From an optimization exercise on the open Yosys and OpenROAD flow, aimed at a short achievable clock period and few clock cycles; shortcuts taken in it are not production practice.
No run shown here included a check of the RTL's function; only the layout flow was run.
No activity file was given, so power comes from the tool's default toggle rates.

==> flow/design.v, too long to show whole: its modules and the start of the top module <==
// module intc_timer: 938 lines
module intc_timer (
    input  wire        clk,
    input  wire        rst,
    input  wire        cmd_valid,
    output reg         cmd_ready,
    input  wire [2:0]  cmd_op,
    input  wire [23:0] cmd_arg,
    input  wire [7:0]  cmd_data,
    output reg         rsp_valid,
    output reg  [7:0]  rsp_data,
    output wire [2:0]  pend,
    output reg  [1:0]  irq_line,
    output reg  [15:0] irq_vector
);
  // ...
==> flow/run.sh <==
#!/bin/bash
# synth_recipe.tcl (not shown) runs the flow's synth.tcl, then flattens the netlist and writes it again
# the make line also repeats each setting of config.mk as NAME=value (left out here)
make -C /OpenROAD-flow-scripts/flow DESIGN_CONFIG=/design/flow/config.mk WORK_HOME=/design/flow/orfs CLKGATE_MAP_FILE= SYNTH_SCRIPT=/design/flow/synth_recipe.tcl finish
==> flow/config.mk <==
export PLATFORM = sky130hd
export DESIGN_NAME = intc_timer
export DESIGN_NICKNAME = intc_timer
export VERILOG_FILES = /design/flow/design.v
export SDC_FILE = /design/flow/constraint.sdc
export NUM_CORES = 4
export LEC_CHECK = 0
export ABC_CLOCK_PERIOD_IN_PS = 2200
export CAP_MARGIN = 20
export CORE_MARGIN = 2
export CORE_UTILIZATION = 40
export SETUP_SLACK_MARGIN = 3.6
export SLEW_MARGIN = 20
export TNS_END_PERCENT = 100
==> flow/constraint.sdc <==
create_clock -name core_clock -period 6.0 [get_ports {clk}]
set_input_delay 1.2000 -clock core_clock [delete_from_list [all_inputs] [get_ports {clk}]]
set_output_delay 1.2000 -clock core_clock [all_outputs]
set_load 0.01 [all_outputs]
==> impl_metrics.py, run 1 <==
metrics = {
    "synthesis": {
        "muxShareOfSynthArea": 0.0361,
        "synthAdderAreaFrac": 0.131,
    },
    "power_and_ir_drop": {
        "power.density_mw_per_mm2": 446,
        "p_int_mw": 11.1,
        "p_leak_nw": 15.4,
    },
    "final_layout": {
        "final_common_cell": "dfxtp_1",
        "final_cell_mix": "dfxtp_1, ha_1, inv_1, nor2_1, buf_4",
        "fin_nets": 3524,
    },
    "timing": {
        "fin_tns_setup_ns": 0,
        "min_period_ns": 2.70,
        "timing.fmax_mhz": 371,
    },
    "die": {
        "die_y_um": 274,
        "num_rows": 98,
    },
    "detailed_routing": {
        "wl_per_cell_um": 17.7,
        "routed_via_density": 5.22,
        "route.antenna.remaining_nets": 0,
        "drt_iter0_drc": 1234,
        "met1_length_um": 32500,
    },
    "place": {
        "pre_cts_ws_ns": 2.30,
        "globalplace.congestion": 0.890,
    },
    "worst_setup_path": {
        "r2r_cells": 10,
        "start_kind": "register",
        "crit_path_max_incr_delay_ns": 0.39,
        "crit_type": "register to register",
    },
    "run_status": {
        "status": "complete, no violations",
    },
}
==> run 2: changes to the inputs <==
--- a/flow/design.v
+++ b/flow/design.v
@@ -31,21 +31,23 @@
                   (op == OP_WRITE && sel == 3'd3 && d0) ||
                   (op == OP_READ && sel == 3'd4);
         end
     endfunction
     reg        s0_v;
     reg [2:0]  s0_op;
     reg [23:0] s0_arg;
     reg [7:0]  s0_data;
+    reg [8:0]  s0_s;        
     reg [8:0]  s0_m1;       
     reg [9:0]  s0_m3;       
     reg [2:0]  bc;          
     wire s0_nv;                        
     wire s0_flag;                      
+    wire s0_fits;                      
     wire s0_adv = s0_v && (bc == 3'd0 || !s0_nv);     
     wire s0_acc = cmd_valid && cmd_ready;
     wire s0_v_n = s0_acc || (s0_v && !s0_adv);
     wire s0_nv_n = s0_acc ? nvc(cmd_op, cmd_arg[2:0], cmd_data[0]) :
                             nvc(s0_op, s0_arg[2:0], s0_data[0]);
     wire [2:0] bc_n = (s0_adv && s0_flag) ? HOLD :
                       (bc != 3'd0) ? bc - 3'd1 : 3'd0;
     always @(posedge clk) begin
@@ -57,16 +59,17 @@
             s0_v      <= s0_v_n;
             bc        <= bc_n;
             cmd_ready <= !s0_v_n || bc_n == 3'd0 || !s0_nv_n;
         end
         if (s0_acc) begin
             s0_op   <= cmd_op;
             s0_arg  <= cmd_arg;
             s0_data <= cmd_data;
+            s0_s    <= cmd_arg[23:18] != 6'd0 ? 9'd256 : {1'b0, cmd_arg[17:10]} + 9'd1;
             s0_m1   <= {1'b0, cmd_data} + 9'd1;
             s0_m3   <= {1'b0, cmd_data, 1'b0} + {2'b0, cmd_data} + 10'd3;
         end
     end
     reg  [2:0] f_dis;
     reg  [2:1] f_irq;
     reg        f_ten;
     reg  [7:0] f_rel;
@@ -154,58 +157,60 @@
     assign s0_pkt[F_BOUND] = s0_bound;
     assign s0_pkt[F_RD4]   = s0_read && s0_sel == 3'd4;
     assign s0_pkt[F_RD1]   = s0_read && s0_sel == 3'd1;
     assign s0_pkt[F_WREL]  = s0_wrel;
     assign s0_pkt[F_HINZ]  = s0_arg[23:18] != 6'd0;
     assign s0_pkt[F_RD]    = s0_read;
     assign s0_pkt[F_LOW]   = s0_wrel && s0_data < f_rel;
     assign s0_pkt[F_FLAG]  = s0_flag;
-    assign s0_pkt[F_M  +: 9]  = f_m;
-    assign s0_pkt[F_M3 +: 10] = f_m3;
+    wire [8:0] s0_mx  = s0_fits ? 9'd256 : f_m;
+    wire [9:0] s0_m3x = s0_fits ? 10'd768 : f_m3;
+    assign s0_pkt[F_M  +: 9]  = s0_mx;
+    assign s0_pkt[F_M3 +: 10] = s0_m3x;
     assign s0_pkt[F_A +: 10] = s0_bound ?
         {7'b0, {f_irq[2], f_irq[1], 1'b1} & ~f_dis & ~{3{s0_arg[0]}}} :
         s0_arg[9:0];
     assign s0_pkt[F_B +: 8] = s0_step ? s0_arg[17:10] :
                               s0_read ? s0_rdf :
                               s0_wrel ? s0_data : f_rel;
     wire [13:0] s0_nhi = s0_arg[23:10];
     wire [10:0] q1_0_x = {1'b0, 8'd0, s0_nhi[13:12]};
-    wire [10:0] q1_0_d1_p = q1_0_x ^ ~({2'b0, f_m});
-    wire [10:0] q1_0_d1_gg0 = q1_0_x & ~({2'b0, f_m});
+    wire [10:0] q1_0_d1_p = q1_0_x ^ ~({2'b0, s0_mx});
+    wire [10:0] q1_0_d1_gg0 = q1_0_x & ~({2'b0, s0_mx});
     wire [10:0] q1_0_d1_pp0 = q1_0_d1_p;
     wire [10:0] q1_0_d1_gg1 = q1_0_d1_gg0 | (q1_0_d1_pp0 & {q1_0_d1_gg0[9:0], 1'b0});
     wire [10:0] q1_0_d1_pp1 = q1_0_d1_pp0 & {q1_0_d1_pp0[9:0], {1{1'b1}}};
     wire [10:0] q1_0_d1_gg2 = q1_0_d1_gg1 | (q1_0_d1_pp1 & {q1_0_d1_gg1[8:0], 2'b0});
     wire [10:0] q1_0_d1_pp2 = q1_0_d1_pp1 & {q1_0_d1_pp1[8:0], {2{1'b1}}};
     wire [10:0] q1_0_d1_gg3 = q1_0_d1_gg2 | (q1_0_d1_pp2 & {q1_0_d1_gg2[6:0], 4'b0});
     wire [10:0] q1_0_d1_pp3 = q1_0_d1_pp2 & {q1_0_d1_pp2[6:0], {4{1'b1}}};
     wire [10:0] q1_0_d1_gg4 = q1_0_d1_gg3 | (q1_0_d1_pp3 & {q1_0_d1_gg3[2:0], 8'b0});
     wire [10:0] q1_0_d1_pp4 = q1_0_d1_pp3 & {q1_0_d1_pp3[2:0], {8{1'b1}}};
     wire [10:0] q1_0_d1_s0 = q1_0_d1_p ^ {q1_0_d1_gg4[9:0], 1'b0};
     wire [10:0] q1_0_d1_s1 = q1_0_d1_p ^ {q1_0_d1_gg4[9:0] | q1_0_d1_pp4[9:0], 1'b1};
     wire q1_0_d1_c0 = q1_0_d1_gg4[10];
     wire q1_0_d1_c1 = q1_0_d1_gg4[10] | q1_0_d1_pp4[10];
-    wire [10:0] q1_0_d2_p = q1_0_x ^ ~({1'b0, f_m, 1'b0});
-    wire [10:0] q1_0_d2_gg0 = q1_0_x & ~({1'b0, f_m, 1'b0});
+    wire [10:0] q1_0_d2_p = q1_0_x ^ ~({1'b0, s0_mx, 1'b0});
+    wire [10:0] q1_0_d2_gg0 = q1_0_x & ~({1'b0, s0_mx, 1'b0});
     wire [10:0] q1_0_d2_pp0 = q1_0_d2_p;
     wire [10:0] q1_0_d2_gg1 = q1_0_d2_gg0 | (q1_0_d2_pp0 & {q1_0_d2_gg0[9:0], 1'b0});
     wire [10:0] q1_0_d2_pp1 = q1_0_d2_pp0 & {q1_0_d2_pp0[9:0], {1{1'b1}}};
     wire [10:0] q1_0_d2_gg2 = q1_0_d2_gg1 | (q1_0_d2_pp1 & {q1_0_d2_gg1[8:0], 2'b0});
     wire [10:0] q1_0_d2_pp2 = q1_0_d2_pp1 & {q1_0_d2_pp1[8:0], {2{1'b1}}};
     wire [10:0] q1_0_d2_gg3 = q1_0_d2_gg2 | (q1_0_d2_pp2 & {q1_0_d2_gg2[6:0], 4'b0});
     wire [10:0] q1_0_d2_pp3 = q1_0_d2_pp2 & {q1_0_d2_pp2[6:0], {4{1'b1}}};
     wire [10:0] q1_0_d2_gg4 = q1_0_d2_gg3 | (q1_0_d2_pp3 & {q1_0_d2_gg3[2:0], 8'b0});
     wire [10:0] q1_0_d2_pp4 = q1_0_d2_pp3 & {q1_0_d2_pp3[2:0], {8{1'b1}}};
     wire [10:0] q1_0_d2_s0 = q1_0_d2_p ^ {q1_0_d2_gg4[9:0], 1'b0};
     wire [10:0] q1_0_d2_s1 = q1_0_d2_p ^ {q1_0_d2_gg4[9:0] | q1_0_d2_pp4[9:0], 1'b1};
     wire q1_0_d2_c0 = q1_0_d2_gg4[10];
     wire q1_0_d2_c1 = q1_0_d2_gg4[10] | q1_0_d2_pp4[10];
-    wire [10:0] q1_0_d3_p = q1_0_x ^ ~({1'b0, f_m3});
-    wire [10:0] q1_0_d3_gg0 = q1_0_x & ~({1'b0, f_m3});
+    wire [10:0] q1_0_d3_p = q1_0_x ^ ~({1'b0, s0_m3x});
+    wire [10:0] q1_0_d3_gg0 = q1_0_x & ~({1'b0, s0_m3x});
     wire [10:0] q1_0_d3_pp0 = q1_0_d3_p;
     wire [10:0] q1_0_d3_gg1 = q1_0_d3_gg0 | (q1_0_d3_pp0 & {q1_0_d3_gg0[9:0], 1'b0});
     wire [10:0] q1_0_d3_pp1 = q1_0_d3_pp0 & {q1_0_d3_pp0[9:0], {1{1'b1}}};
     wire [10:0] q1_0_d3_gg2 = q1_0_d3_gg1 | (q1_0_d3_pp1 & {q1_0_d3_gg1[8:0], 2'b0});
     wire [10:0] q1_0_d3_pp2 = q1_0_d3_pp1 & {q1_0_d3_pp1[8:0], {2{1'b1}}};
     wire [10:0] q1_0_d3_gg3 = q1_0_d3_gg2 | (q1_0_d3_pp2 & {q1_0_d3_gg2[6:0], 4'b0});
     wire [10:0] q1_0_d3_pp3 = q1_0_d3_pp2 & {q1_0_d3_pp2[6:0], {4{1'b1}}};
     wire [10:0] q1_0_d3_gg4 = q1_0_d3_gg3 | (q1_0_d3_pp3 & {q1_0_d3_gg3[2:0], 8'b0});
@@ -777,28 +782,71 @@
     wire [7:0] cd_s0 = cd_p ^ {cd_gg3[6:0], 1'b0};
     wire [7:0] cd_s1 = cd_p ^ {cd_gg3[6:0] | cd_pp3[6:0], 1'b1};
     wire cd_c0 = cd_gg3[7];
     wire cd_c1 = cd_gg3[7] | cd_pp3[7];
     wire expire = x_hinz || (bw ? !cd_c0 : !cd_c1);
     wire [7:0] fv_b0 = czn_b0 ? czm_b0 : cz_b0;
     wire [7:0] fv_b1 = czn_b1 ? czm_b1 : cz_b1;
     wire [7:0] step_tv = bw ? fv_b1 : fv_b0;
-    wire [7:0] cd_b0 = cd_s1;
-    wire [7:0] cd_b1 = cd_s0;
-    wire       ex_b0 = x_hinz || !cd_c1;
-    wire       ex_b1 = x_hinz || !cd_c0;
-    wire [7:0] rs_b0 = !ex_b0 ? cd_b0 : fv_b0;
-    wire [7:0] rs_b1 = !ex_b1 ? cd_b1 : fv_b1;
-    wire [7:0] sl_res = bw ? rs_b1 : rs_b0;
-    wire       sl_div = bw ? (ex_b1 && !czn_b1) : (ex_b0 && !czn_b0);
-    reg         sl2_go, sl2_div;
+    reg         sl_go, sl2_go, sl2_div;
     reg  [7:0]  sl2_res;
+    reg  [7:0]  sl_v, sl_nh8, sl_a;
     reg  [8:0]  sl_m;
     reg  [9:0]  sl_m3;
+    reg  [10:0] sl_am;
+    reg         sl_b, sl_hinz;
+    wire [10:0] sv11 = {3'b0, sl_v};
+    wire [7:0] sd_p = sl_v ^ ~sl_nh8;
+    wire [7:0] sd_gg0 = sl_v & ~sl_nh8;
+    wire [7:0] sd_pp0 = sd_p;
+    wire [7:0] sd_gg1 = sd_gg0 | (sd_pp0 & {sd_gg0[6:0], 1'b0});
+    wire [7:0] sd_pp1 = sd_pp0 & {sd_pp0[6:0], {1{1'b1}}};
+    wire [7:0] sd_gg2 = sd_gg1 | (sd_pp1 & {sd_gg1[5:0], 2'b0});
+    wire [7:0] sd_pp2 = sd_pp1 & {sd_pp1[5:0], {2{1'b1}}};
+    wire [7:0] sd_gg3 = sd_gg2 | (sd_pp2 & {sd_gg2[3:0], 4'b0});
+    wire [7:0] sd_pp3 = sd_pp2 & {sd_pp2[3:0], {4{1'b1}}};
+    wire [7:0] sd_s0 = sd_p ^ {sd_gg3[6:0], 1'b0};
+    wire [7:0] sd_s1 = sd_p ^ {sd_gg3[6:0] | sd_pp3[6:0], 1'b1};
+    wire sd_c0 = sd_gg3[7];
+    wire sd_c1 = sd_gg3[7] | sd_pp3[7];
+    wire [7:0] sd_v = sl_b ? sd_s0 : sd_s1;
+    wire       sd_n = sl_b ? !sd_c0 : !sd_c1;    
+    wire [7:0] sz_p = sl_v ^ ~sl_a;
+    wire [7:0] sz_gg0 = sl_v & ~sl_a;
+    wire [7:0] sz_pp0 = sz_p;
+    wire [7:0] sz_gg1 = sz_gg0 | (sz_pp0 & {sz_gg0[6:0], 1'b0});
+    wire [7:0] sz_pp1 = sz_pp0 & {sz_pp0[6:0], {1{1'b1}}};
+    wire [7:0] sz_gg2 = sz_gg1 | (sz_pp1 & {sz_gg1[5:0], 2'b0});
+    wire [7:0] sz_pp2 = sz_pp1 & {sz_pp1[5:0], {2{1'b1}}};
+    wire [7:0] sz_gg3 = sz_gg2 | (sz_pp2 & {sz_gg2[3:0], 4'b0});
+    wire [7:0] sz_pp3 = sz_pp2 & {sz_pp2[3:0], {4{1'b1}}};
+    wire [7:0] sz_s0 = sz_p ^ {sz_gg3[6:0], 1'b0};
+    wire [7:0] sz_s1 = sz_p ^ {sz_gg3[6:0] | sz_pp3[6:0], 1'b1};
+    wire sz_c0 = sz_gg3[7];
+    wire sz_c1 = sz_gg3[7] | sz_pp3[7];
+    wire [7:0] sz_v = sl_b ? sz_s0 : sz_s1;
+    wire       sz_n = sl_b ? !sz_c0 : !sz_c1;    
+    wire [7:0] szm_p = sl_v ^ ~sl_am[7:0];
+    wire [7:0] szm_gg0 = sl_v & ~sl_am[7:0];
+    wire [7:0] szm_pp0 = szm_p;
+    wire [7:0] szm_gg1 = szm_gg0 | (szm_pp0 & {szm_gg0[6:0], 1'b0});
+    wire [7:0] szm_pp1 = szm_pp0 & {szm_pp0[6:0], {1{1'b1}}};
+    wire [7:0] szm_gg2 = szm_gg1 | (szm_pp1 & {szm_gg1[5:0], 2'b0});
+    wire [7:0] szm_pp2 = szm_pp1 & {szm_pp1[5:0], {2{1'b1}}};
+    wire [7:0] szm_gg3 = szm_gg2 | (szm_pp2 & {szm_gg2[3:0], 4'b0});
+    wire [7:0] szm_pp3 = szm_pp2 & {szm_pp2[3:0], {4{1'b1}}};
+    wire [7:0] szm_s0 = szm_p ^ {szm_gg3[6:0], 1'b0};
+    wire [7:0] szm_s1 = szm_p ^ {szm_gg3[6:0] | szm_pp3[6:0], 1'b1};
+    wire szm_c0 = szm_gg3[7];
+    wire szm_c1 = szm_gg3[7] | szm_pp3[7];
+    wire [7:0] szm_v = sl_b ? szm_s0 : szm_s1;
+    wire       szm_n = sl_b ? !szm_c0 : !szm_c1;    
+    wire        sl_exp = sl_hinz || sd_n;
+    wire [7:0]  sl_res = !sl_exp ? sd_v : sz_n ? szm_v : sz_v;
     wire [7:0] dvs1_p = dv_r ^ ~(dv_s1[7:0]);
     wire [7:0] dvs1_gg0 = dv_r & ~(dv_s1[7:0]);
     wire [7:0] dvs1_pp0 = dvs1_p;
     wire [7:0] dvs1_gg1 = dvs1_gg0 | (dvs1_pp0 & {dvs1_gg0[6:0], 1'b0});
     wire [7:0] dvs1_pp1 = dvs1_pp0 & {dvs1_pp0[6:0], {1{1'b1}}};
     wire [7:0] dvs1_gg2 = dvs1_gg1 | (dvs1_pp1 & {dvs1_gg1[5:0], 2'b0});
     wire [7:0] dvs1_pp2 = dvs1_pp1 & {dvs1_pp1[5:0], {2{1'b1}}};
     wire [7:0] dvs1_gg3 = dvs1_gg2 | (dvs1_pp2 & {dvs1_gg2[3:0], 4'b0});
@@ -835,31 +883,65 @@
     wire [7:0] dvs3_pp3 = dvs3_pp2 & {dvs3_pp2[3:0], {4{1'b1}}};
     wire [7:0] dvs3_s0 = dvs3_p ^ {dvs3_gg3[6:0], 1'b0};
     wire [7:0] dvs3_s1 = dvs3_p ^ {dvs3_gg3[6:0] | dvs3_pp3[6:0], 1'b1};
     wire dvs3_c0 = dvs3_gg3[7];
     wire dvs3_c1 = dvs3_gg3[7] | dvs3_pp3[7];
     wire dv_ge3 = dv_s3[15:8] == 8'd0 && dvs3_c1;
     wire [7:0] dv_d3 = dvs3_s1[7:0];
     wire [7:0] dv_n = dv_ge3 ? dv_d3 : dv_ge2 ? dv_d2 : dv_ge1 ? dv_d1 : dv_r;
-    wire trans = sl2_go || dv_busy || tvalue > r_rel || (p1_v && p1_pkt[F_LOW]) || (p2_v && p2_pkt[F_LOW]) || (p3_v && p3_pkt[F_LOW]) || (p4_v && p4_pkt[F_LOW]) || (p5_v && p5_pkt[F_LOW]) || (p6_v && p6_pkt[F_LOW]) || (p7_v && p7_pkt[F_LOW]);
-    assign s0_flag = s0_step && f_ten && s0_nhi >= {5'b0, f_m} && trans;
+    wire trans = sl_go || sl2_go || dv_busy ||
+                 ((tvalue > r_rel || (p1_v && p1_pkt[F_LOW]) || (p2_v && p2_pkt[F_LOW]) || (p3_v && p3_pkt[F_LOW]) || (p4_v && p4_pkt[F_LOW]) || (p5_v && p5_pkt[F_LOW]) || (p6_v && p6_pkt[F_LOW]) || (p7_v && p7_pkt[F_LOW])) &&
+                  ({1'b0, tvalue} >= f_m ||
+                   (p1_v && (p1_pkt[F_STEP] || p1_pkt[F_TLOAD]) && p1_m > f_m) ||
+                 (p2_v && (p2_pkt[F_STEP] || p2_pkt[F_TLOAD]) && p2_m > f_m) ||
+                 (p3_v && (p3_pkt[F_STEP] || p3_pkt[F_TLOAD]) && p3_m > f_m) ||
+                 (p4_v && (p4_pkt[F_STEP] || p4_pkt[F_TLOAD]) && p4_m > f_m) ||
+                 (p5_v && (p5_pkt[F_STEP] || p5_pkt[F_TLOAD]) && p5_m > f_m) ||
+                 (p6_v && (p6_pkt[F_STEP] || p6_pkt[F_TLOAD]) && p6_m > f_m) ||
+                 (p7_v && (p7_pkt[F_STEP] || p7_pkt[F_TLOAD]) && p7_m > f_m)));
+    reg  [11:0] sig;
+    reg  [12:0] mg;
+    reg         stale_p;
+    wire [8:0]  sig_add = (s0_adv && s0_step && f_ten) ? s0_s : 9'd0;
+    wire [8:0]  sig_sub = (go && x_step) ? (x_hinz ? 9'd256 : {1'b0, x_b} + 9'd1) : 9'd0;
+    wire        rs_fly = (p1_v && (p1_pkt[F_TLOAD] || p1_pkt[F_POWER])) || (p2_v && (p2_pkt[F_TLOAD] || p2_pkt[F_POWER])) || (p3_v && (p3_pkt[F_TLOAD] || p3_pkt[F_POWER])) || (p4_v && (p4_pkt[F_TLOAD] || p4_pkt[F_POWER])) || (p5_v && (p5_pkt[F_TLOAD] || p5_pkt[F_POWER])) || (p6_v && (p6_pkt[F_TLOAD] || p6_pkt[F_POWER])) || (p7_v && (p7_pkt[F_TLOAD] || p7_pkt[F_POWER]));
+    wire        bound_ok = !stale_p && !sl_go && !sl2_go && !dv_busy && !rs_fly;
+    wire [15:0] mg_nhi = {{3{mg[12]}}, mg} - {2'b0, s0_nhi} - 16'd1;
+    assign s0_fits = bound_ok && !mg_nhi[15];    
+    assign s0_flag = s0_step && f_ten && s0_nhi >= {5'b0, f_m} && trans && !s0_fits;
+    always @(posedge clk) begin
+        if (rst) begin
+            sig     <= 12'd0;
+            stale_p <= 1'b1;
+        end else begin
+            sig     <= sig + {3'b0, sig_add} - {3'b0, sig_sub};
+            stale_p <= sl_go || sl2_go || dv_busy || (go && (x_tload || x_power));
+        end
+        mg <= {5'b0, tvalue} - {1'b0, sig} - {4'b0, sig_add};
+    end
     wire x_flag = p7_pkt[F_FLAG];
     wire [2:0] pend_n = !go ? pend_r :
                         x_power ? 3'b0 :
                         x_bound ? {x_pm[2:1], x_pm[0] & tline} : pend_r;
     always @(posedge clk) begin
         sl2_res <= sl_res;
-        sl2_div <= sl_div;
-        if (!sl2_go) begin
+        sl2_div <= sl_exp && !sz_n;
+        if (!sl_go && !sl2_go) begin
+            sl_v    <= tvalue;
+            sl_nh8  <= x_b;
+            sl_a    <= p7_a;
+            sl_am   <= p7_am;
             sl_m    <= x_m;
             sl_m3   <= x_m3;
+            sl_b    <= bw;
+            sl_hinz <= x_hinz;
         end
         if (!dv_busy) begin
-            dv_r  <= sl2_res;
+            dv_r  <= sl_res;
             dv_s1 <= {1'b0, sl_m, 6'b0};
             dv_s2 <= {sl_m, 7'b0};
             dv_s3 <= {sl_m3, 6'b0};
         end else begin
             dv_r  <= dv_n;
             dv_s1 <= dv_s1 >> 2;
             dv_s2 <= dv_s2 >> 2;
             dv_s3 <= dv_s3 >> 2;
@@ -867,32 +949,32 @@
     end
     always @(posedge clk) begin
         if (rst) begin
             tcount    <= 10'd0;
             tvalue    <= 8'd0;
             tline     <= 1'b0;
             pend_r    <= 3'b0;
             r_rel     <= 8'd0;
+            sl_go     <= 1'b0;
             sl2_go    <= 1'b0;
             dv_busy   <= 1'b0;
             dv_cnt    <= 2'd0;
             rsp_valid <= 1'b0;
         end else begin
             rsp_valid <= go;
             pend_r    <= pend_n;
-            sl2_go    <= go && x_step && x_flag;
-            if (sl2_go) begin
-                if (!sl2_div)
-                    tvalue <= sl2_res;
-                else begin
-                    dv_busy <= 1'b1;
-                    dv_cnt  <= 2'd0;
-                end
+            sl_go     <= go && x_step && x_flag;
+            sl2_go    <= sl_go;
+            if (sl_go && sl_exp && !sz_n) begin
+                dv_busy <= 1'b1;
+                dv_cnt  <= 2'd0;
             end
+            if (sl2_go && !sl2_div)
+                tvalue <= sl2_res;
             if (dv_busy) begin
                 dv_cnt <= dv_cnt + 2'd1;
                 if (dv_cnt == 2'd3) begin
                     dv_busy <= 1'b0;
                     tvalue  <= dv_n;
                 end
             end
             if (go) begin
==> flow/config.mk (replaced) <==
export PLATFORM = sky130hd
export DESIGN_NAME = intc_timer
export DESIGN_NICKNAME = intc_timer
export VERILOG_FILES = /design/flow/design.v
export SDC_FILE = /design/flow/constraint.sdc
export NUM_CORES = 4
export LEC_CHECK = 0
export ABC_CLOCK_PERIOD_IN_PS = 2200
export CAP_MARGIN = 20
export CORE_MARGIN = 2
export CORE_UTILIZATION = 50
export PLACE_DENSITY = 0.65
export SETUP_SLACK_MARGIN = 3.8
export SLEW_MARGIN = 20
export TNS_END_PERCENT = 100
==> impl_metrics.py, run 2 <==
metrics = {
    "place": {
        "dp.final_hpwl_um": 67100,
        "place_area_mm2": 0.0381,
        "pre_cts_ws_ns": 2.22,
        "io_buffer_count": 67,
        "globalplace.congestion": 0.911,
    },
    "synthesis": {
        "synthAdderAreaFrac": 0.166,
        "synth_top_cells_by_area": "dfxtp_1, ha_1, edfxtp_1",
        "netlist_instances": 3486,
        "postSynthAreaPerCell_um2": 10.1,
        "synthFlopType": "dfxtp_1",
        "synth_top_area_share": 0.352,
        "yosysSeqAreaShare": 0.450,
        "yosysWarnings": 1,
        "synth_edf_count": 115,
        "synth_top_family_by_area": "adder cells",
        "syn-cell-area_mm2": 0.0352,
        "yosysMostFrequentCell": "dfxtp_1",
        "ys_async_sr_fraction": 0,
        "synth_compound_area_frac": 0.145,
        "synthXorXnorAreaFrac": 0.0430,
        "ys_types": 91,
        "muxShareOfSynthArea": 0.0340,
        "synth_area_leader_cell": "dfxtp_1",
        "synth-seq-cells": 734,
        "synthSimpleGateAreaFrac": 0.117,
        "synth_common_cells": "dfxtp_1, ha_1, inv_1",
    },
    "detailed_routing": {
        "routed_via_density": 5.59,
        "wl_per_cell_um": 20.1,
        "route.antenna.remaining_nets": 0,
        "drc": 0,
        "routed_wl_um": 99100,
        "first_pass_iters": 6,
        "vias": 27600,
        "drt_iter0_drc": 1525,
    },
    "power_and_ir_drop": {
        "p_int_mw": 13.0,
        "seqPwrFrac": 0.304,
        "p_leak_nw": 19.5,
        "p_sw_mw": 7.07,
        "p_clk_frac": 0.247,
        "p_sw_frac": 0.353,
        "power.density_mw_per_mm2": 424,
        "pwr-share-comb": 0.449,
        "ir_worst_vdd_mv": 0.253,
    },
    "die": {
        "start_util": 0.504,
        "coreArea_mm2": 0.0698,
        "die_y_um": 269,
        "dieArea_mm2": 0.0725,
        "die_x_um": 269,
        "io_pins": 69,
        "num_rows": 97,
    },
    "timing": {
        "slew_viol_final": 0,
        "fin_crit_sh": 0.562,
        "timing.fmax_mhz": 297,
        "min_period_ns": 3.37,
        "worstMarginPinSlew_ns": 1.05,
        "finClkSkew_ns": 0.0341,
        "grt_setup_unrepaired": "true",
        "hold_viol_final": 0,
        "slew_headroom": 0.297,
        "fin_tns_setup_ns": 0,
        "fin_ws_ns": 2.63,
        "setup_viol": 0,
    },
    "run_status": {
        "status": "complete, no violations",
    },
    "global_routing": {
        "grt_max_degree": 53,
        "grt_antenna_before_repair": 5,
        "grt_pass1_vias": 28300,
        "gr-usage-all-layers": 0.263,
        "grt.overflow.total": 0,
        "grt_pass1_wl_um": 153000,
    },
    "worst_setup_path": {
        "setup.worst_path.end_class": "register",
        "start_kind": "register",
        "cp_max_fo": 5,
        "crit_type": "register to register",
        "cp.arrival_ns": 3.94,
        "crit_required_ns": 6.57,
    },
    "final_layout": {
        "fillCellCount": 5115,
        "fin_util": 0.678,
        "area_delta_synth_final_pct": 34.5,
        "fin_area_mm2": 0.0473,
        "drive_gt1_frac": 0.326,
        "final_common_cell": "dfxtp_1",
        "fin_nets": 4426,
        "final_cell_mix": "dfxtp_1, ha_1, inv_1, buf_4, nor2_1",
    },
    "clock_network": {
        "clock_latency_ns": 0.65,
        "cts.reportedPaths.clkPinSlew_ns": 0.07,
        "ctsHoldBuffers": 0,
        "clock_sinks": 734,
        "tritoncts": "yes",
        "h-tree-depth": 3,
        "cts_root_buf": "clkbuf_16",
        "clockBufferDepth": 3,
        "cts_buffers": 79,
    },
    "job": {
        "maxCapViolCount": 0,
    },
    "min_path": {
        "worstHoldPathType": "register to register",
    },
}
run 2: cell count changes in the layout (fill, tap and decap cells not counted), moves of 28 or more:
cell | before | now
dfxtp_1 | 523 | 493
nor2_1 | 204 | 246
o21ai_0 | 52 | 91
dfxtp_4 | 20 | 48
edfxtp_1 | 72 | 115
dfxtp_2 | 49 | 78
buf_6 | 64 | 109
inv_1 | 220 | 261
ha_4 | 55 | 108
buf_4 | 172 | 248
ha_1 | 237 | 318
run 2: worst paths after layout:
check,start,to,slack [ns],cells past startpoint
worst max-delay path,s0_op[2]$_DFFE_PP_,mg[10]$_DFF_P_,2.63,15
worst max register to register,s0_op[2]$_DFFE_PP_,mg[10]$_DFF_P_,2.63,15
worst min register to register,p2_n[7]$_DFF_P_,p3_n[7]$_DFF_P_,0.31,0
worst min-delay path,p2_n[7]$_DFF_P_,p3_n[7]$_DFF_P_,0.31,0
run 2: kinds of logic after synthesis:
kind of cell / count (synthesis)
AOI/OAI and AO/OA: 749
xor gates and xnor gates: 172
adders and majority gates: 454
buffers and inverters: 405
DFF: 734
muxes: 113
other: 1
and+or+nand+nor: 858
run 2: critical path: stages (launching register included):
cell,delay [ns]
edfxtp_1,0.44
nor2_4,0.14
and3_4,0.21
and3_4,0.27
buf_6,0.12
nand2_4,0.06
fa_1,0.56
ha_4,0.22
nor2b_4,0.12
o21ai_1,0.11
nand2b_1,0.09
a21o_1,0.22
a31o_4,0.24
a41oi_2,0.19
nor2b_4,0.18
xnor2_1,0.12
run 2: repair_timing:
item / in CTS / in global routing
setup buffers: 262 / 81
gates cloned: 12 / 1
setup endpoints to repair: 276 / 244
resized for setup: 774 / 236
hold endpoints to repair: 0 / 0
pin swaps: 250 / 170
run 2: power groups by stage:
stage                     clock network [mW]  registers (mW)  logic, mW
after global placement                     0            6.13       6.15
after detailed placement                   0            6.14       6.36
after global routing                    5.24            6.15       9.73
after floorplan                            0            5.93       5.21
after CTS                               5.05            6.06       8.17
final                                   4.95            6.09       8.99
run 2: per-layer routing:
layer / up-vias / GRT usage / routed length (µm)
met5: - / 0 / 46
met4: 8 / 0.104 / 3870
met3: 248 / 0.0330 / 4520
met2: 708 / 0.461 / 48600
met1: 13400 / 0.329 / 42100
li1: 13300 / - / -
run 2: metrics by stage:
stage / instances / power (mW) / hold slack (ns)
after floorplan: 3492 / 11.1 / 0.310
final: 4942 / 20.0 / 0.307
after global routing: 4941 / 21.1 / 0.313
after detailed placement: 4437 / 12.5 / 0.312
after CTS: 4858 / 19.3 / 0.304
after global placement: 4437 / 12.3 / 0.310
run 2: cell type report:
cell class	count	area [µm²]	share of cell area
tap	940	1180	0.0249
clock inverter	40	512	0.0108
inverter	329	1340	0.0283
antenna	2	5.00	0.000106
sequential	734	16100	0.341
clock buffer	107	2190	0.0464
multi-input combinational	2357	21800	0.462
timing repair inverter	1	5.00	0.000106
timing repair buffer	432	4120	0.0871
==> run 3: changes to the inputs <==
--- a/flow/config.mk
+++ b/flow/config.mk
@@ -9,7 +9,6 @@
 export CAP_MARGIN = 20
 export CORE_MARGIN = 2
-export CORE_UTILIZATION = 50
-export PLACE_DENSITY = 0.65
-export SETUP_SLACK_MARGIN = 3.8
+export CORE_UTILIZATION = 40
+export SETUP_SLACK_MARGIN = 3.6
 export SLEW_MARGIN = 20
 export TNS_END_PERCENT = 100
==> impl_metrics.py, run 3 <==
metrics = {
    "run_status": {
        "status": "complete, no violations",
    },
    "final_layout": {
        "final_cell_mix": "dfxtp_1, ha_1, inv_1, nor2_1, buf_4",
        "drive_gt1_frac": 0.281,
        "fin_nets": 4357,
        "fin_area_mm2": 0.0461,
        "final_common_cell": "dfxtp_1",
        "seqCellArea_mm2": 0.0161,
        "multi_input_area_mm2": 0.0212,
        "area_delta_synth_final_pct": 31.1,
        "final_cells": 5084,
        "antenna_cells": 0,
        "fin_util": 0.531,
        "fillCellCount": 7465,
    },
    "worst_setup_path": {
        "r2r_start": "s0_op[2]$_DFFE_PP_",
        "cp.depth": 14,
        "r2r_cells": 14,
        "startpoint": "s0_op[2]$_DFFE_PP_",
        "rrSetupSlack_ns": 2.77,
        "crit_required_ns": 6.51,
        "crit_type": "register to register",
        "start_kind": "register",
        "crit_buf_inv": 0,
        "cp_max_fo": 4,
        "critical-path-top-delay-family": "simple AND/OR/NAND/NOR gates",
        "crit_slowest_cell": "fa_1",
        "crit_chain": "nor2_2 > and3_4 > and3_4 > nand2_4 > fa_1 > fa_2 > nor2b_4 > o21ai_2 > a21oi_2 > o21ai_2 > a21oi_2 > a31oi_2 > xor2_1 > nor2_1",
        "r2r-end": "sig[10]$_SDFF_PP0_",
        "cp.arrival_ns": 3.74,
        "setup.worst_path.end_class": "register",
        "crit_end": "sig[10]$_SDFF_PP0_",
        "crit_path_max_incr_delay_ns": 0.49,
    },
    "global_routing": {
        "grt_antenna_before_repair": 1,
        "grt_pass1_vias": 26200,
        "gr-usage-all-layers": 0.198,
        "grt_max_degree": 63,
        "grt_pass1_wl_um": 143000,
        "grt.overflow.total": 0,
    },
    "clock_network": {
        "cts.reportedPaths.clkPinSlew_ns": 0.06,
        "clock_latency_ns": 0.64,
        "h-tree-depth": 3,
        "tritoncts": "yes",
        "cts_root_buf": "clkbuf_16",
        "clockBufferDepth": 3,
        "ctsHoldBuffers": 0,
        "clock_sinks": 734,
        "cts_buffers": 77,
    },
    "place": {
        "dp.final_hpwl_um": 63200,
        "pre_cts_ws_ns": 2.27,
        "place_area_mm2": 0.0377,
        "globalplace.congestion": 0.865,
        "io_buffer_count": 67,
        "dp_cells": 4652,
    },
    "detailed_routing": {
        "met1_length_um": 41700,
        "drt_iter0_drc": 1618,
        "highest_layer": "met4",
        "wl_met3_um": 3490,
        "dr_wl_met2_um": 45000,
        "route.antenna.remaining_nets": 0,
        "vias": 26700,
        "routed_wl_um": 92700,
        "wl_per_cell_um": 18.2,
        "drc": 0,
        "first_pass_iters": 5,
        "routed_via_density": 5.25,
    },
    "power_and_ir_drop": {
        "p_leak_nw": 18.9,
        "ir_worst_vdd_mv": 0.270,
        "finalPower_mw": 19.4,
        "power.density_mw_per_mm2": 421,
    },
    "timing": {
        "fin_tns_setup_ns": 0,
        "fin_ws_ns": 2.77,
        "timing.fmax_mhz": 310,
        "setup_viol": 0,
        "slew_viol_final": 0,
        "hold-worst-slack_ns": 0.312,
        "worstMarginPinSlew_ns": 1.11,
        "finClkSkew_ns": 0.0288,
        "min_period_ns": 3.23,
        "hold_viol_final": 0,
        "fin_crit_sh": 0.538,
        "grt_setup_unrepaired": "true",
        "slew_headroom": 0.251,
    },
    "synthesis": {
        "synthSimpleGateAreaFrac": 0.117,
        "yosysWarnings": 1,
        "synth-seq-cells": 734,
        "syn-cell-area_mm2": 0.0352,
        "muxShareOfSynthArea": 0.0340,
        "netlist_instances": 3486,
        "ys_types": 91,
        "yosysSeqAreaShare": 0.450,
        "ys_async_sr_fraction": 0,
        "synth_edf_count": 115,
        "synthAdderAreaFrac": 0.166,
        "synth_top_cells_by_area": "dfxtp_1, ha_1, edfxtp_1",
        "synth_common_cells": "dfxtp_1, ha_1, inv_1",
        "synth_top_family_by_area": "adder cells",
        "synth_top_area_share": 0.352,
        "postSynthAreaPerCell_um2": 10.1,
        "yosysMostFrequentCell": "dfxtp_1",
        "synthXorXnorAreaFrac": 0.0430,
        "synthFlopType": "dfxtp_1",
        "synth_area_leader_cell": "dfxtp_1",
        "synth_compound_area_frac": 0.145,
    },
    "die": {
        "dieArea_mm2": 0.0903,
        "die_y_um": 301,
        "start_util": 0.405,
        "die_x_um": 301,
        "io_pins": 69,
        "coreArea_mm2": 0.0869,
        "num_rows": 108,
    },
    "job": {
        "maxCapViolCount": 0,
    },
    "min_path": {
        "worstHoldPathType": "register to register",
        "hp-start": "p4_n[0]$_DFF_P_",
    },
}
[run 3: cell counts after synthesis]
No cell type changed its count.
[run 3: area by class of cell]
cell class,count,share of cell area
Multi-Input combinational cell,2358,0.459
Sequential cell,734,0.349
Timing Repair Buffer,365,0.0733
Clock buffer,104,0.0476
Tap cell,1155,0.0313
Inverter,329,0.0283
Clock inverter,39,0.0119
[run 3: kinds of logic (layout without fill, tap and decap cells)]
group / count (synthesis) / after routing
AOI/OAI and AO/OA: 749 / 753
xor gates and xnor gates: 172 / 172
adders and majority gates: 454 / 454
buffers and inverters: 405 / 837
DFF: 734 / 734
muxes: 113 / 113
other: 1 / 7
and+or+nand+nor: 858 / 859
[run 3: worst min path at each step]
stage                                     to  slack, ns  cells past startpoint
after floorplan              p4_n[4]$_DFF_P_       0.31                      0
after global placement    p3_pkt[47]$_DFF_P_       0.31                      0
after detailed placement     p2_n[1]$_DFF_P_       0.31                      0
after CTS                    p5_n[0]$_DFF_P_       0.31                      0
after global routing         p2_n[0]$_DFF_P_       0.32                      0
final                        p5_n[0]$_DFF_P_       0.31                      0
[run 3: what timing repair did]
action	CTS	global route
resized for setup	521	361
endpoints found under the hold margin	0	0
cloned	6	3
pin swaps	151	183
buffers inserted	197	83
setup endpoints to repair	260	178
[run 3: report_power, final]
group	switching (mW)	internal [mW]
Clock	2.05	3.00
Sequential	0.506	5.55
Combinational	4.14	4.14
[run 3: routing by layer]
metal / GRT usage / up-vias
li1: - / 13100
met1: 0.260 / 12800
met2: 0.340 / 539
met3: 0.0246 / 171
met4: 0.0590 / 0
met5: 0 / -

[separate check: timing with driven ports]
The results above use ideal ports. As a check the final layouts listed here were re-extracted and re-timed, cells and wires unchanged.
Step 1 sets driving cells, clkbuf_16 on the clock port and buf_2 on the other inputs (assumed; they add their load-dependent delay and slew).
Step 2 also shifts input and output timing later by t, the mid clock arrival at the registers, as if the neighbouring blocks saw the same clock.
a / b / c = ideal ports / drivers / drivers and shift; a / b = the first two.
run	t (ns)	slack for setup (ns)	worst register clock-pin slew, ns
run 1	0.685	3.304 / 3.304 / 2.896	0.06 / 0.06
run 2	0.694	2.631 / 2.631 / 2.631	0.07 / 0.07
run 3	0.694	2.770 / 2.770 / 2.770	0.07 / 0.07
After both steps setup and hold are still met in every run listed. The setup slack of run 1, which loses most, moves by 0.000 ns with the drivers and by -0.408 ns with both steps.
